Background: an optimization exercise with open tools, aiming at small area and few clock cycles. Do not read the settings as production practice. The RTL was checked by simulation tests, not by an equivalence proof against the original design. No driver is modelled on the clock port, so clocking that relies on it looks cheaper here than on a real chip. No activity file was given, so power comes from the tool's default toggle rates.

==> inputs of v16 <==
==> flow/design.v <==
module bq_cmd_decode (
    input  wire [15:0] cmd,
    output wire        legal,
    output wire [4:0]  rsel,      
    output wire        op_wrh,    
    output wire        op_whole,  
    output wire        op_set,
    output wire        op_needv,  
    output wire        op_out,    
    output wire        op_bus,    
    output wire        op_rd      
);
    wire [3:0] op     = cmd[15:12];
    wire [3:0] regsel = cmd[11:8];
    wire [3:0] fld    = cmd[7:4];
    wire [3:0] rsv    = cmd[3:0];
    wire r0 = (regsel == 4'h0);
    wire r1 = (regsel == 4'h1);
    wire r7 = (regsel == 4'h7);
    wire r8 = (regsel == 4'h8);
    wire r9 = (regsel == 4'h9);
    wire is_writable = r0 | r1 | r7;
    wire is_readonly = r8 | r9;
    wire is_modelled = is_writable | is_readonly;
    wire f0          = (fld == 4'h0);
    wire set_fld     = (r0 & (fld < 4'd3)) | ((r1 | r7) & (fld < 4'd2));
    wire get_fld     = set_fld | (r8 & (fld < 4'd6)) | (r9 & (fld < 4'd4));
    reg ok;
    always @(*) begin
        case (op)
            4'h1:    ok = is_modelled & f0;
            4'h2:    ok = is_writable & f0;
            4'h3:    ok = is_modelled & f0;
            4'h4:    ok = get_fld;
            4'h5:    ok = set_fld;
            4'h6:    ok = is_writable & f0;
            4'h7:    ok = is_readonly & f0;
            4'h8:    ok = r0 & f0;
            default: ok = 1'b0;
        endcase
    end
    assign legal = (rsv == 4'h0) & ok;
    assign rsel = {regsel[3] & regsel[0], regsel[3] & ~regsel[0], regsel[1],
                   ~regsel[3] & ~regsel[1] & regsel[0],
                   ~regsel[3] & ~regsel[1] & ~regsel[0]};
    assign op_wrh   = (~op[2] & (op[1] ^ op[0])) | (op[2] & ~op[1] & op[0]);
    assign op_whole = ~op[2] & (op[1] ^ op[0]);
    assign op_set   = op[2] & ~op[1] & op[0];
    assign op_needv = (op[2] & ~(op[1] & op[0])) | (~op[2] & op[1] & op[0]);
    assign op_out   = op[3] | (op[2] & ~op[1] & ~op[0]) | (~op[2] & op[1] & op[0]);
    assign op_bus   = op[2] & op[1];
    assign op_rd    = op[0];
endmodule
module bq_field_codec (
    input  wire [15:0] cmd,
    input  wire [7:0]  h_isc,
    input  wire [7:0]  h_poc,
    input  wire [7:0]  h_moc,
    input  wire [7:0]  h_ss,
    input  wire [7:0]  h_flt,
    input  wire [7:0]  din,
    output wire [7:0]  rd_val,
    output wire        set_ok,
    output wire [7:0]  wr_byte,
    output wire [6:0]  set_grp
);
    wire [3:0] regsel = cmd[11:8];
    wire [2:0] f      = cmd[6:4];
    wire s_isc = ~regsel[3] & ~regsel[1] & ~regsel[0];
    wire s_poc = ~regsel[3] & ~regsel[1] &  regsel[0];
    wire s_moc = ~regsel[3] &  regsel[1];
    wire s_ss  =  regsel[3] & ~regsel[0];
    wire s_flt =  regsel[3] &  regsel[0];
    wire f0 = (f == 3'd0);
    wire f1 = (f == 3'd1);
    wire f2 = (f == 3'd2);
    wire f3 = (f == 3'd3);
    wire f4 = (f == 3'd4);
    wire f5 = (f == 3'd5);
    wire raw = ~cmd[14];
    wire g   =  cmd[14];
    wire [7:0] h = ({8{s_isc}} & h_isc) | ({8{s_poc}} & h_poc) |
                   ({8{s_moc}} & h_moc) | ({8{s_ss}}  & h_ss)  |
                   ({8{s_flt}} & h_flt);
    wire lo7 = g & f0 & (s_isc | s_flt);
    wire lo6 = g & f0 & s_ss;
    wire lo4 = g & ((f0 & s_poc & ~h[5]) | (f1 & (s_ss | s_flt)));   
    wire lo3 = g & ((f1 & s_isc) | (f2 & (s_ss | s_flt)));
    wire lo2 = g & f3 & s_ss;
    wire lo1 = g & ((f1 & s_poc) | (f0 & s_moc) | (f4 & s_ss));
    wire lo0 = raw | (g & ((f2 & s_isc) | (f1 & s_moc) | (f5 & s_ss)));
    wire th  = g & f3 & s_flt;                  
    wire w3  = raw | (g & f2 & s_isc);          
    assign rd_val[0] = (lo7 & h[7]) | (lo6 & h[6]) | (lo4 & h[4]) | (lo3 & h[3]) |
                       (lo2 & h[2]) | (lo1 & h[1]) | (lo0 & h[0]) |
                       (th & (h[0] | (h[1] ^ h[2])));
    assign rd_val[1] = (w3 & h[1]) | (g & f1 & s_isc & h[4]) |
                       (g & ((f0 & s_poc) | (f1 & (s_ss | s_flt))) & h[5]) |
                       (g & f1 & s_poc & h[2]) | (g & f0 & s_ss & h[7]) |
                       (th & (h[1] | (h[0] ^ h[2])));
    assign rd_val[2] = (w3 & h[2]) | (g & f1 & s_isc & h[5]) |
                       (g & f1 & s_poc & h[3]) | (th & (h[0] | h[1] | h[2]));
    assign rd_val[3] = (raw & h[3]) | (g & f1 & s_isc & h[6]);
    assign rd_val[7:4] = {4{raw}} & h[7:4];
    wire isc_ivl = s_isc & f1;
    wire w_3bit  = (s_isc & f2) | (s_poc & f1);
    wire poc_cc  = s_poc & f0;
    assign set_ok = (din[7:4] == 4'h0) &
                    (isc_ivl | ~din[3]) &
                    (isc_ivl | w_3bit | ~din[2]) &
                    (isc_ivl | w_3bit | (poc_cc & ~(din[1] & din[0])) | ~din[1]);
    assign set_grp = {s_moc & f1, s_moc & f0, s_poc & f1, s_poc & f0,
                      s_isc & f2, s_isc & f1, s_isc & f0};
    wire st  = cmd[14];
    wire df  = cmd[13];
    wire ld  = ~cmd[14] & ~cmd[13];
    wire c8  = regsel[0];
    wire c9  = regsel[1];
    wire isc = ~c8;
    assign wr_byte[7] = (ld & din[7]) | (st & din[0]);
    assign wr_byte[6] = (ld & din[6]) | (st & din[3]);
    assign wr_byte[5] = (ld & din[5]) | (st & (isc ? din[2] : din[1])) | (df & ~c8);
    assign wr_byte[4] = (ld & din[4]) | (st & (isc ? din[1] : din[0])) | (df & ~c9);
    assign wr_byte[3] = (ld & din[3]) | (st & (isc ? din[0] : din[2])) | (df & c8);
    assign wr_byte[2] = (ld & din[2]) | (st & (isc ? din[2] : din[1]));
    assign wr_byte[1] = (ld & din[1]) | (st & (isc ? din[1] : din[0])) | (df & c8);
    assign wr_byte[0] = ((ld | st) & din[0]) | (df & c8);
endmodule
module bq_addr_info (
    input  wire [7:0] addr,
    output wire [7:0] info
);
    wire valid    = (addr <= 8'h0A);
    wire writable = (addr <= 8'h07);
    wire modelled = (addr == 8'h00) || (addr == 8'h01) || (addr == 8'h07) ||
                    (addr == 8'h08) || (addr == 8'h09);
    assign info = valid ? {1'b1, writable, modelled, 1'b0, addr[3:0]} : 8'h00;
endmodule
module bq24195_csr_engine (
    input  wire        clk,
    input  wire        rst,
    input  wire        cmd_valid,
    output wire        cmd_ready,
    input  wire [15:0] cmd,
    input  wire [7:0]  din,
    output reg         rsp_valid,
    output reg  [7:0]  dout,
    output reg  [2:0]  status,
    output wire        buserr_valid,
    output reg  [7:0]  buserr,
    output reg         bus_req,
    output wire        bus_rd,
    output wire [7:0]  bus_addr,
    output wire [7:0]  bus_wdata,
    input  wire        bus_ack,
    input  wire        bus_err,
    input  wire [7:0]  bus_rdata,
    input  wire [7:0]  bus_err_code
);
    reg [7:0] h_isc, h_poc, h_moc, h_ss, h_flt;
    reg [4:0] v;             
    reg       ba3, ba2, ba0;
    assign cmd_ready    = ~bus_req;
    assign buserr_valid = status[2];      
    assign bus_rd       = ba3;
    assign bus_addr     = {4'h0, ba3, ba2, ba2, ba0};
    wire   w_moc = ba2;
    wire   w_poc = ~ba2 & ba0;
    wire   w_isc = ~ba2 & ~ba0;
    assign bus_wdata    = ({8{w_isc}} & h_isc) | ({8{w_poc}} & h_poc) |
                          ({8{w_moc}} & h_moc);
    wire       legal;
    wire [4:0] rsel;
    wire       op_wrh, op_whole, op_set, op_needv, op_out, op_bus, op_rd;
    bq_cmd_decode u_dec (
        .cmd      (cmd),
        .legal    (legal),
        .rsel     (rsel),
        .op_wrh   (op_wrh),
        .op_whole (op_whole),
        .op_set   (op_set),
        .op_needv (op_needv),
        .op_out   (op_out),
        .op_bus   (op_bus),
        .op_rd    (op_rd)
    );
    wire v_sel = |(rsel & v);
    wire [7:0] rd_val;
    wire       set_ok;
    wire [7:0] wr_byte;
    wire [6:0] set_grp;
    bq_field_codec u_codec (
        .cmd     (cmd),
        .h_isc   (h_isc),
        .h_poc   (h_poc),
        .h_moc   (h_moc),
        .h_ss    (h_ss),
        .h_flt   (h_flt),
        .din     (din),
        .rd_val  (rd_val),
        .set_ok  (set_ok),
        .wr_byte (wr_byte),
        .set_grp (set_grp)
    );
    wire [7:0] addr_info;
    bq_addr_info u_ai (
        .addr (din),
        .info (addr_info)
    );
    wire acc    = cmd_valid & ~bus_req;
    wire ack    = bus_req & bus_ack;
    wire rd_ok  = ack & ~bus_err & ba3;
    wire e_val  = op_set & ~set_ok;
    wire e_nov  = op_needv & ~v_sel;
    wire pass   = legal & ~e_val & ~e_nov;
    wire bus_go = pass & op_bus;
    wire fin    = acc & ~bus_go;
    wire [2:0] ex_status = {1'b0, legal & (e_val | e_nov), ~legal | (~e_val & e_nov)};
    wire dout_we = (fin & pass & op_out) | rd_ok;
    wire [7:0] dout_d = bus_req ? bus_rdata : (cmd[15] ? addr_info : rd_val);
    always @(posedge clk) begin
        if (rst) begin
            rsp_valid <= 1'b0;
            bus_req   <= 1'b0;
            dout      <= 8'h00;
            status    <= 3'd0;
            buserr    <= 8'h00;
            v         <= 5'b00000;
        end else begin
            rsp_valid <= fin | ack;
            bus_req   <= (acc & bus_go) | (bus_req & ~bus_ack);
            if (dout_we)
                dout <= dout_d;
            if (fin | ack) begin
                status <= bus_req ? {bus_err, 2'b00} : ex_status;
                buserr <= {8{bus_req & bus_err}} & bus_err_code;
            end
            if (acc & legal & op_whole)
                v <= v | rsel;
            else if (rd_ok)
                v <= v | {ba0, ~ba0, 3'b000};
        end
    end
    always @(posedge clk) begin
        if (~bus_req) begin
            ba3 <= cmd[11];
            ba2 <= cmd[10];
            ba0 <= cmd[8];
        end
    end
    wire h_wr  = acc & pass & op_wrh;
    wire h_all = h_wr & ~op_set;
    wire [6:0] g = {7{h_wr & op_set}} & set_grp;
    wire [7:0] we_isc = {8{h_all & rsel[0]}} | {g[0], {4{g[1]}}, {3{g[2]}}};
    wire [7:0] we_poc = {8{h_all & rsel[1]}} | {2'b00, {2{g[3]}}, {3{g[4]}}, 1'b0};
    wire [7:0] we_moc = {8{h_all & rsel[2]}} | {6'b000000, g[5], g[6]};
    wire [7:0] ro_d = bus_req ? bus_rdata : din;
    wire       we_ss  = (h_all & rsel[3]) | (rd_ok & ~ba0);
    wire       we_flt = (h_all & rsel[4]) | (rd_ok &  ba0);
    integer i;
    always @(posedge clk) begin
        for (i = 0; i < 8; i = i + 1) begin
            if (we_isc[i]) h_isc[i] <= wr_byte[i];
            if (we_poc[i]) h_poc[i] <= wr_byte[i];
            if (we_moc[i]) h_moc[i] <= wr_byte[i];
        end
        if (we_ss)  h_ss  <= ro_d;
        if (we_flt) h_flt <= ro_d;
    end
endmodule
==> flow/flow/run.sh <==
#!/bin/bash
# The standard layout, with two changes:
#  - the standard synthesis script, but with ABC mapping the combinational
#    logic for area (flow/abc_area.script: a minute of deep AIG
#    synthesis, then area mapping) instead of ORFS's script; the
#    registers are mapped before ABC runs and are left as they are;
#  - each port buffered by the smallest buffer instead of the delay
#    buffer that buffer_ports picks by default.
set -euo pipefail
W=$PWD
SS=$(grep -o "SYNTH_SCRIPT=[^ ]*" standard.sh | head -1 | cut -d= -f2 | tr -d "'")
cat > "$W/flow_synth.tcl" <<EOF
proc abc {args} {
  set i [lsearch -exact \$args -script]
  if {\$i >= 0} { lset args [expr {\$i + 1}] $W/flow/abc_area.script }
  yosys abc {*}\$args
}
source $SS
EOF
bash standard.sh SYNTH_SCRIPT="$W/flow_synth.tcl" \
    BUFFER_PORTS_ARGS="-buffer_cell sky130_fd_sc_hd__buf_1" finish > flow_make.log 2>&1
==> flow/flow/abc_area.script <==
strash
&get -n
&deepsyn -T 60
&put
dch -f
amap
==> flow/standard.sh <==
#!/bin/bash
# synth_recipe.tcl (not shown) runs the flow's synth.tcl, then flattens the netlist and writes it again
# the make line also repeats each setting of config.mk as NAME=value (left out here)
make -C /OpenROAD-flow-scripts/flow DESIGN_CONFIG=/design/flow/config.mk WORK_HOME=/design/flow/orfs CLKGATE_MAP_FILE= SYNTH_SCRIPT=/design/flow/synth_recipe.tcl "${@:-finish}"
==> flow/config.mk <==
export PLATFORM = sky130hd
export DESIGN_NAME = bq24195_csr_engine
export DESIGN_NICKNAME = bq24195_csr_engine
export VERILOG_FILES = /design/flow/design.v
export SDC_FILE = /design/flow/constraint.sdc
export NUM_CORES = 4
export LEC_CHECK = 0
export CAP_MARGIN = 20
export CORE_MARGIN = 2
export CORE_UTILIZATION = 40
export CTS_BUF_LIST = sky130_fd_sc_hd__clkbuf_4
export PLACE_DENSITY = 0.6
export SLEW_MARGIN = 20
==> flow/constraint.sdc <==
create_clock -name core_clock -period 5.0 [get_ports {clk}]
set_input_delay 1.0000 -clock core_clock [delete_from_list [all_inputs] [get_ports {clk}]]
set_output_delay 1.0000 -clock core_clock [all_outputs]
set_load 0.01 [all_outputs]
==> v18: changes against v16 <==
--- a/flow/design.v
+++ b/flow/design.v
@@ -16,13 +16,14 @@
     wire [3:0] rsv    = cmd[3:0];
-    wire r0 = (regsel == 4'h0);
-    wire r1 = (regsel == 4'h1);
-    wire r7 = (regsel == 4'h7);
-    wire r8 = (regsel == 4'h8);
-    wire r9 = (regsel == 4'h9);
-    wire is_writable = r0 | r1 | r7;
-    wire is_readonly = r8 | r9;
-    wire is_modelled = is_writable | is_readonly;
-    wire f0          = (fld == 4'h0);
-    wire set_fld     = (r0 & (fld < 4'd3)) | ((r1 | r7) & (fld < 4'd2));
-    wire get_fld     = set_fld | (r8 & (fld < 4'd6)) | (r9 & (fld < 4'd4));
+    wire hi0   = ~regsel[3] & ~regsel[2] & ~regsel[1];     
+    wire r0    = hi0 & ~regsel[0];
+    wire r7    = ~regsel[3] & regsel[2] & regsel[1] & regsel[0];
+    wire wr    = hi0 | r7;                                 
+    wire ro    = regsel[3] & ~regsel[2] & ~regsel[1];      
+    wire f0    = (fld == 4'h0);
+    wire f_lt2 = (fld[3:1] == 3'b000);
+    wire f_lt4 = (fld[3:2] == 2'b00);
+    wire f_lt3 = f_lt2 | (f_lt4 & ~fld[0]);
+    wire f_lt6 = ~fld[3] & ~(fld[2] & fld[1]);
+    wire set_fld = (wr & f_lt2) | (r0 & f_lt3);
+    wire get_fld = set_fld | (ro & (regsel[0] ? f_lt4 : f_lt6));
     reg ok;
@@ -30,11 +31,9 @@
         case (op)
-            4'h1:    ok = is_modelled & f0;
-            4'h2:    ok = is_writable & f0;
-            4'h3:    ok = is_modelled & f0;
-            4'h4:    ok = get_fld;
-            4'h5:    ok = set_fld;
-            4'h6:    ok = is_writable & f0;
-            4'h7:    ok = is_readonly & f0;
-            4'h8:    ok = r0 & f0;
-            default: ok = 1'b0;
+            4'h1, 4'h3: ok = (wr | ro) & f0;
+            4'h2, 4'h6: ok = wr & f0;
+            4'h4:       ok = get_fld;
+            4'h5:       ok = set_fld;
+            4'h7:       ok = ro & f0;
+            4'h8:       ok = r0 & f0;
+            default:    ok = 1'b0;
         endcase
@@ -45,4 +44,4 @@
                    ~regsel[3] & ~regsel[1] & ~regsel[0]};
-    assign op_wrh   = (~op[2] & (op[1] ^ op[0])) | (op[2] & ~op[1] & op[0]);
-    assign op_whole = ~op[2] & (op[1] ^ op[0]);
+    assign op_wrh   = ~op[3] & ~(op[1] & op[0]) & (~op[2] | op[0]);
+    assign op_whole = ~op[3] & ~op[2] & ~(op[1] & op[0]);
     assign op_set   = op[2] & ~op[1] & op[0];
@@ -132,4 +131,5 @@
 );
-    wire valid    = (addr <= 8'h0A);
-    wire writable = (addr <= 8'h07);
+    wire hi0      = (addr[7:4] == 4'h0);
+    wire writable = hi0 & ~addr[3];                                       
+    wire valid    = writable | (hi0 & ~addr[2] & ~(addr[1] & addr[0]));   
     wire modelled = (addr == 8'h00) || (addr == 8'h01) || (addr == 8'h07) ||
@@ -159,3 +159,4 @@
 );
-    reg [7:0] h_isc, h_poc, h_moc, h_ss, h_flt;
+    reg [7:0] hn_isc, hn_poc, hn_moc, h_ss, h_flt;
+    wire [7:0] h_isc = ~hn_isc, h_poc = ~hn_poc, h_moc = ~hn_moc;
     reg [4:0] v;             
@@ -169,4 +170,4 @@
     wire   w_isc = ~ba2 & ~ba0;
-    assign bus_wdata    = ({8{w_isc}} & h_isc) | ({8{w_poc}} & h_poc) |
-                          ({8{w_moc}} & h_moc);
+    assign bus_wdata    = ~(({8{w_isc}} & hn_isc) | ({8{w_poc}} & hn_poc) |
+                            ({8{w_moc}} & hn_moc));
     wire       legal;
@@ -262,5 +263,5 @@
         for (i = 0; i < 8; i = i + 1) begin
-            if (we_isc[i]) h_isc[i] <= wr_byte[i];
-            if (we_poc[i]) h_poc[i] <= wr_byte[i];
-            if (we_moc[i]) h_moc[i] <= wr_byte[i];
+            if (we_isc[i]) hn_isc[i] <= ~wr_byte[i];
+            if (we_poc[i]) hn_poc[i] <= ~wr_byte[i];
+            if (we_moc[i]) hn_moc[i] <= ~wr_byte[i];
         end
==> flow/flow/run.sh (replaced) <==
#!/bin/bash
# The standard layout, with these changes:
#  - the standard synthesis script, but with ABC mapping the combinational
#    logic for area (flow/abc_area.script: about a minute of deep AIG
#    synthesis, then mapping with area recovery) instead of ORFS's script; the
#    registers are mapped before ABC runs and are left as they are;
#  - each port buffered by the smallest buffer instead of the delay
#    buffer that buffer_ports picks by default;
#  - synthesis buffers removed before global placement (flow/pre_place.tcl),
#    which is not timing driven;
#  - clock tree synthesis without dummy loads on the clock nets, and with
#    stronger buffers where the slew would be high (flow/post_cts.tcl).
set -euo pipefail
W=$PWD
SS=$(grep -o "SYNTH_SCRIPT=[^ ]*" standard.sh | head -1 | cut -d= -f2 | tr -d "'")
cat > "$W/flow_synth.tcl" <<EOF
proc abc {args} {
  set i [lsearch -exact \$args -script]
  if {\$i >= 0} { lset args [expr {\$i + 1}] $W/flow/abc_area.script }
  yosys abc {*}\$args
}
source $SS
EOF
bash standard.sh SYNTH_SCRIPT="$W/flow_synth.tcl" \
    BUFFER_PORTS_ARGS="-buffer_cell sky130_fd_sc_hd__buf_1" \
    PRE_GLOBAL_PLACE_TCL="$W/flow/pre_place.tcl" \
    CTS_ARGS="-sink_clustering_enable -repair_clock_nets -buf_list sky130_fd_sc_hd__clkbuf_4 -dont_use_dummy_load" \
    POST_CTS_TCL="$W/flow/post_cts.tcl" \
    finish > flow_make.log 2>&1
==> flow/flow/abc_area.script (replaced) <==
strash
&get -n
&deepsyn -J 200 -T 400
&dch -f
&nf -R 1000
&put
==> flow/flow/post_cts.tcl (new file) <==
# CTS builds the clock tree from clkbuf_4 only. Give the root, which drives
# the other clock buffers, a clkbuf_8, and likewise each other clock buffer
# whose output slew, estimated from the placement, exceeds 100 ps; then
# legalise the placement again.
set_propagated_clock [all_clocks]
foreach inst [get_cells clkbuf_0_*] {
  replace_cell $inst sky130_fd_sc_hd__clkbuf_8
}
estimate_parasitics -placement
foreach inst [get_cells clkbuf_*] {
  if {[get_property $inst ref_name] ne "sky130_fd_sc_hd__clkbuf_4"} {
    continue
  }
  foreach pin [get_pins -of_objects $inst -filter "direction == output"] {
    if {[get_property $pin slew_max] > 0.100} {
      puts "upsizing clock buffer [get_full_name $inst]"
      replace_cell $inst sky130_fd_sc_hd__clkbuf_8
    }
  }
}
detailed_placement
check_placement -verbose
==> flow/flow/pre_place.tcl (new file) <==
# Remove the buffers synthesis inserted (on constant and shared output
# nets) before the ports are buffered, as timing-driven placement does.
remove_buffers
Settings changed: CORE_UTILIZATION 40 to 72, GPL_TIMING_DRIVEN from default to 0, PLACE_DENSITY 0.6 to 0.85.
==> v9: changes against v16 <==
--- a/flow/flow/run.sh
+++ b/flow/flow/run.sh
@@ -4,6 +4,10 @@
 #    logic for area (flow/abc_area.script: a minute of deep AIG
-#    synthesis, then area mapping) instead of ORFS's script; the
+#    synthesis, then mapping with area recovery) instead of ORFS's script; the
 #    registers are mapped before ABC runs and are left as they are;
 #  - each port buffered by the smallest buffer instead of the delay
-#    buffer that buffer_ports picks by default.
+#    buffer that buffer_ports picks by default;
+#  - synthesis buffers removed before global placement (flow/pre_place.tcl),
+#    which is not timing driven;
+#  - clock tree synthesis without dummy loads on the clock nets, and with
+#    a stronger root buffer.
 set -euo pipefail
@@ -20,2 +24,5 @@
 bash standard.sh SYNTH_SCRIPT="$W/flow_synth.tcl" \
-    BUFFER_PORTS_ARGS="-buffer_cell sky130_fd_sc_hd__buf_1" finish > flow_make.log 2>&1
+    BUFFER_PORTS_ARGS="-buffer_cell sky130_fd_sc_hd__buf_1" \
+    PRE_GLOBAL_PLACE_TCL="$W/flow/pre_place.tcl" \
+    CTS_ARGS="-sink_clustering_enable -repair_clock_nets -buf_list sky130_fd_sc_hd__clkbuf_4 -root_buf sky130_fd_sc_hd__clkbuf_8 -dont_use_dummy_load" \
+    finish > flow_make.log 2>&1
==> flow/flow/abc_area.script (replaced) <==
strash
&get -n
&deepsyn -T 60
&dch -f
&nf -R 1000
&put
==> flow/flow/pre_place.tcl (new file) <==
# Remove the buffers synthesis inserted (on constant and shared output
# nets) before the ports are buffered, as timing-driven placement does.
remove_buffers
Settings changed: GPL_TIMING_DRIVEN from default to 0.
==> notes <==
- Critical path depth, highest first: v16, v9, v18.
- Hold slack, lowest first: v9, v18, v16.
- Between v9 and v16, the lower non-clock buffer count is in v9 (gap 10).
- Via count: v9 < v18 < v16.
- The lowest sequential share of layout area belongs to v16, the highest to v18.
- The lowest fmax belongs to v9, the highest to v16.
- Cell count: v18 < v9 < v16.
- Between v16 and v18, the lower die area is in v18 (gap about 80%, measured against v18).
- The lowest combinational power belongs to v18, the highest to v16.
- Global-route usage: v16 is higher than v9 (2.3 points).
==> figures <==
Status: v16 finished clean; v9 finished clean; v18 finished clean
Count of non-CTS buffers in the layout: v16 91; v9 81; v18 80
Cells after Synth: v16 386; v9 358; v18 332
Part of the cycle the worst path needs: v16 0.784; v9 0.947; v18 0.812
Clock period minus worst slack: v16 3.92 ns; v9 4.73 ns; v18 4.06 ns
Global-route wire length before repair: v16 18,300 um; v9 16,800 um; v18 15,000 um
Multi-input gate area: v16 1440 sq um; v9 1520 sq um; v18 1450 sq um
Mean instance size in the synthesized netlist: v16 9.14 sq um; v9 9.71 sq um; v18 10.1 sq um
Total chip power: v16 1210 uW; v9 1120 uW; v18 1050 uW
Root buf cell: v16 sky130_fd_sc_hd__clkbuf_4; v9 sky130_fd_sc_hd__clkbuf_8; v18 -
Layout cells sized above 1: v16 0.0554; v9 0.0271; v18 0.0241
Insertion delay to the later sink of the worst-skew pair: v16 0.44 ns; v9 0.35 ns; v18 0.34 ns
DP Wirelength: v16 9170 um; v9 8030 um; v18 7210 um
Maximum VDD drop: v16 135 uV; v9 119 uV; v18 202 uV
Xor/xnor share of the synthesized area: v16 0; v9 0; v18 0.00262
Skew final: v16 0.0170 ns; v9 0.0210 ns; v18 0.0192 ns
GPL Wtd Cong: v16 0.995; v9 0.933; v18 0.997
Synth Area in Adders: v16 0.0142; v9 0.0144; v18 0
Switching power as a share of total power: v16 0.283; v9 0.266; v18 0.264
Fraction of the mapped netlist area in simple logic gates: v16 0.165; v9 0.163; v18 0.174
Leading cell type by number of instances after synthesis: v16 sky130_fd_sc_hd__clkinv_1; v9 sky130_fd_sc_hd__nand2_1; v18 -
Power in the clock group: v16 421 uW; v9 342 uW; v18 275 uW
Testbench counts of v16, summed over its fixed seeds: cycles 8,716.
Testbench counts of v18, summed over its fixed seeds: cycles 8,716.
Testbench counts of v9, summed over its fixed seeds: cycles 8,716.

==> what the ideal ports hide <==
In the flow no input, the clock included, has a driving cell. The finished layouts below were timed again as built, in two steps.
Step 1 assumes that a clkbuf_16 drives the clock port and a buf_2 every other input.
Step 2 moves the port delays by t, midway between the first and last clock arrival at a register: inputs arrive t later, outputs are due t later. That takes back most of the time a late clock gives input paths.
a / b / c = ideal / step 1 / step 2; a / b = the first two.
run	shift t [ns]	setup slack, ns	worst setup path at the end	worst slew at a driven data input, ns	cell pins on the clock port's net
v16	0.461	1.079 / 1.088 / 0.627	input to register	0.04	1
v18	0.356	0.940 / 0.944 / 0.588	input to register	0.04	1
v9	0.368	0.267 / 0.268 / -0.100	input to register	0.04	1
With both steps, setup timing fails in v9, where it was met with ideal ports. For v16, which loses most, drivers alone change the setup slack by +0.009 ns; drivers and shift together by -0.452 ns.
